Source: an optimization exercise on an open RTL-to-GDS flow (aim: small area, a short achievable clock period and few clock cycles). Production flows keep margins and buffers that such runs may drop. In this exercise RTL edits were held to simulation tests only and were not proved equivalent to the original.

## north
Design bmp_reduce, start of the top module:
module bmp_reduce #(
    parameter MAXW = 128
) (
    input  wire       clk,
    input  wire       rst,
    input  wire       start,
    input  wire [7:0] cfg_width,      
    input  wire       cfg_bpp4,       
    input  wire [1:0] cfg_dither,     
    input  wire [6:0] cfg_bright,     
    input  wire [6:0] cfg_contrast,   
    input  wire       cfg_order,      
    input  wire       cfg_invert,     
    input  wire       in_valid,
    output wire       in_ready,
    input  wire [7:0] in_b,
    input  wire [7:0] in_g,
    input  wire [7:0] in_r,
    output reg        out_valid,
    input  wire       out_ready,
    output wire [7:0] out_data
);
Size: roughly 3500 cells after synthesis, ~66 I/O pins, roughly 0.041 mm2 of cells after synthesis.
Settings: LEC_CHECK=0, CAP_MARGIN=20, CORE_MARGIN=2, CORE_UTILIZATION=60, CTS_CLUSTER_DIAMETER=80, CTS_CLUSTER_SIZE=30, SLEW_MARGIN=20; clock period 46.0 ns.
standard.sh (not shown) runs the stock make flow with config.mk's settings and CLKGATE_MAP_FILE= SYNTH_SCRIPT=/design/flow/synth_recipe.tcl, a recipe that flattens the netlist after the stock synthesis.
==> flow/flow/run.sh <==
#!/bin/bash
# Standard layout, but the port buffers are buf_2 cells instead of the
# buffer_ports default (clkdlybuf4s50_1), which is slower and larger.
set -euo pipefail
export BUFFER_PORTS_ARGS="-buffer_cell sky130_fd_sc_hd__buf_2"
bash standard.sh > flow_standard.log 2>&1
north ended with every stage complete and zero timing, DRC or antenna violations.
Testbench counts of north, summed over its fixed seeds: cycles 30,096.
Inputs modified between north and south:
- swapping 30 for 36 in CTS_CLUSTER_SIZE
- swapping 80 for 50 in CTS_CLUSTER_DIAMETER
### Flow results
- Comparing post-route minimum period for north and south, the smaller number came from north.
- south against north: fraction of area in multi-input gates dropped 1.4 points; growth of design area from synthesis to finish increased 3.8 points; setup slack of the critical path after layout decreased by 0.0060 ns relative to the old numbers.
- Across both runs, total CTS buffers was higher for south than for north.
- Post-detailed-routing wire length is lower on north
- south and north ended up with roughly the same fraction of area in non-clock buffers.
- Via count of the first global-routing pass in south vs north: up 558
- Die area came out exactly the same in north and south.
Edits applied to the flow inputs when going from south to east:
- changing CTS_CLUSTER_DIAMETER from 50 to 140
- changing CTS_CLUSTER_SIZE from 36 to 28
==> comparison <==
south | stages: all done | timing, DRC, antenna: all pass. The final layout from east, which completed every stage, passed the timing, DRC and antenna checks at the end of the flow. [east vs south] via count: lower in east. On arrival time of data at the critical path endpoint, east and south are basically level.
What west does differently from east at the input level:
- a change of CTS_CLUSTER_SIZE from 28 to 32
- a change of CTS_CLUSTER_DIAMETER from 140 to 110
==> flow/flow/run.sh <==
#!/bin/bash
# Standard layout, but the port buffers are buf_1 cells instead of the
# buffer_ports default (clkdlybuf4s50_1), which is slower and larger.
set -euo pipefail
export BUFFER_PORTS_ARGS="-buffer_cell sky130_fd_sc_hd__buf_1"
bash standard.sh > flow_standard.log 2>&1
- The final-layout clock-cell area share was comparable across east and west.
- Between east and west, hold slack is lower for west, east comes in above that.
- [diff] routed wire length, west relative to east: improvement
- The run with more setup slack is east; west has less.
- Delta (west minus east): wire length on met3 has increased.
- Diode insertion count for antenna repair delta for west relative to east: 1 lower
- Between east and west, the difference in share of cell area taken by multi-input logic gates is negligible.

Another version of the RTL of bmp_reduce (not shown whole).
For scale: about 1100 flip-flops, about 66 I/O pins, about 42000 µm² of cells after synthesis.
Design bmp_reduce, start of the top module:
module bmp_reduce #(
    parameter MAXW = 128
) (
    input  wire       clk,
    input  wire       rst,
    input  wire       start,
    input  wire [7:0] cfg_width,      
    input  wire       cfg_bpp4,       
    input  wire [1:0] cfg_dither,     
    input  wire [6:0] cfg_bright,     
    input  wire [6:0] cfg_contrast,   
    input  wire       cfg_order,      
    input  wire       cfg_invert,     
    input  wire       in_valid,
    output wire       in_ready,
    input  wire [7:0] in_b,
    input  wire [7:0] in_g,
    input  wire [7:0] in_r,
    output reg        out_valid,
    input  wire       out_ready,
    output wire [7:0] out_data
);
clock: 46.0 ns
lec_check: 0
cap_margin: 20
core_margin: 2
core_utilization: 40
slew_margin: 20
run.sh (not shown) runs the stock make flow with config.mk's settings and CLKGATE_MAP_FILE= SYNTH_SCRIPT=/design/flow/synth_recipe.tcl, a recipe that flattens the netlist after the stock synthesis.
Stock flow here: none of the scripts above is used.
Testbench counts at the start, summed over its fixed seeds: cycles 30,136.
Next try:
==> flow/flow/run.sh (new file) <==
#!/bin/bash
# Standard layout, but the port buffers are buf_2 cells instead of the
# buffer_ports default (clkdlybuf4s50_1), which is slower and larger.
set -euo pipefail
export BUFFER_PORTS_ARGS="-buffer_cell sky130_fd_sc_hd__buf_2"
bash standard.sh > flow_standard.log 2>&1
==> flow/standard.sh (new file) <==
#!/bin/bash
# synth_recipe.tcl (not shown) runs the flow's synth.tcl, then flattens the netlist and writes it again
# the make line also repeats each setting of config.mk as NAME=value (left out here)
make -C /OpenROAD-flow-scripts/flow DESIGN_CONFIG=/design/flow/config.mk WORK_HOME=/design/flow/orfs CLKGATE_MAP_FILE= SYNTH_SCRIPT=/design/flow/synth_recipe.tcl "${@:-finish}"
Settings changed: CORE_UTILIZATION 40 to 60, CTS_CLUSTER_DIAMETER set to 80, CTS_CLUSTER_SIZE set to 30.
removed: flow/run.sh
What happened: Global-route usage grows by 7.9 points. Wire length went up slightly. Utilization came out higher by 19 points. Final cell count shrinks by roughly a tenth.

Setup of maple:
RTL: one of the versions met above, not the one the previous note started from.
Size in the first run: roughly 3500 cells after synthesis, ~1100 flip-flops, roughly 66 I/O pins, roughly 41000 sq um of cells after synthesis.
clock: 46.0 ns
lec_check: 0
cap_margin: 20
core_margin: 2
core_utilization: 60
cts_cluster_diameter: 110
cts_cluster_size: 32
slew_margin: 20
standard.sh (not shown) runs the stock make flow with config.mk's settings and CLKGATE_MAP_FILE= SYNTH_SCRIPT=/design/flow/synth_recipe.tcl, a recipe that flattens the netlist after the stock synthesis.
==> flow/flow/run.sh <==
#!/bin/bash
# Standard layout, but the port buffers are buf_2 cells instead of the
# buffer_ports default (clkdlybuf4s50_1), which is slower and larger.
set -euo pipefail
export BUFFER_PORTS_ARGS="-buffer_cell sky130_fd_sc_hd__buf_2"
bash standard.sh > flow_standard.log 2>&1
Testbench counts of maple, summed over its fixed seeds: cycles 30,096.
The following lists how quartz was set up differently from maple:
- CTS_CLUSTER_DIAMETER now 200, was 110
- CTS_CLUSTER_SIZE now 30, was 32
[summary]
- In terms of total global-route track usage, maple and quartz differ only marginally.
- quartz vs maple — final core area utilization dropped 0.21 points.
- quartz vs maple, worst setup slack went down by 0.039 ns.
- quartz vs. maple: final area decreased about 0.33%; post-detailed-routing wire length essentially unchanged; overall via count from detail_route essentially unchanged; average via count per standard cell essentially unchanged.
- Sequential share of layout area | quartz above maple
- Lower final hold slack among quartz and maple: maple
- Clock skew sits lower in quartz than in maple.

## separate check: timing with driven ports
The flow's constraints put no driver on any port. The routed layouts listed below were extracted and timed again, unchanged, in two steps.
Step 1 sets driving cells, clkbuf_16 on the clock port and buf_2 on the other inputs (assumed; they add their load-dependent delay and slew).
Step 2 moves the port delays by t, midway between the first and last clock arrival at a register: inputs arrive t later, outputs are due t later. That takes back most of the time a late clock gives input paths.
Slacks: ideal / step 1 / step 2; pairs: ideal / step 1.
| run | shift t [ns] | slack for setup (ns) | worst slew at a driven data input, ns | cell pins on the clock port's net |
|---|---|---|---|---|
| north | 0.691 | 35.639 / 35.577 / 35.307 | 0.08 | 1 |
| south | 0.703 | 35.633 / 35.570 / 35.299 | 0.08 | 1 |
| east | 0.681 | 35.638 / 35.575 / 35.302 | 0.08 | 1 |
| west | 0.677 | 35.620 / 35.553 / 35.274 | 0.07 | 1 |
| the first run of note 2 | 0.712 | 35.222 / 35.160 / 34.761 | 0.05 | 1 |
| the second run of note 2 | 0.683 | 35.597 / 35.534 / 35.053 | 0.13 | 1 |
| maple | 0.669 | 35.661 / 35.597 / 35.291 | 0.08 | 1 |
| quartz | 0.677 | 35.622 / 35.559 / 35.316 | 0.08 | 1 |
After both steps setup and hold are still met in every run listed. The setup slack of the second run of note 2, which loses most, moves by -0.063 ns with the drivers and by -0.544 ns with both steps.
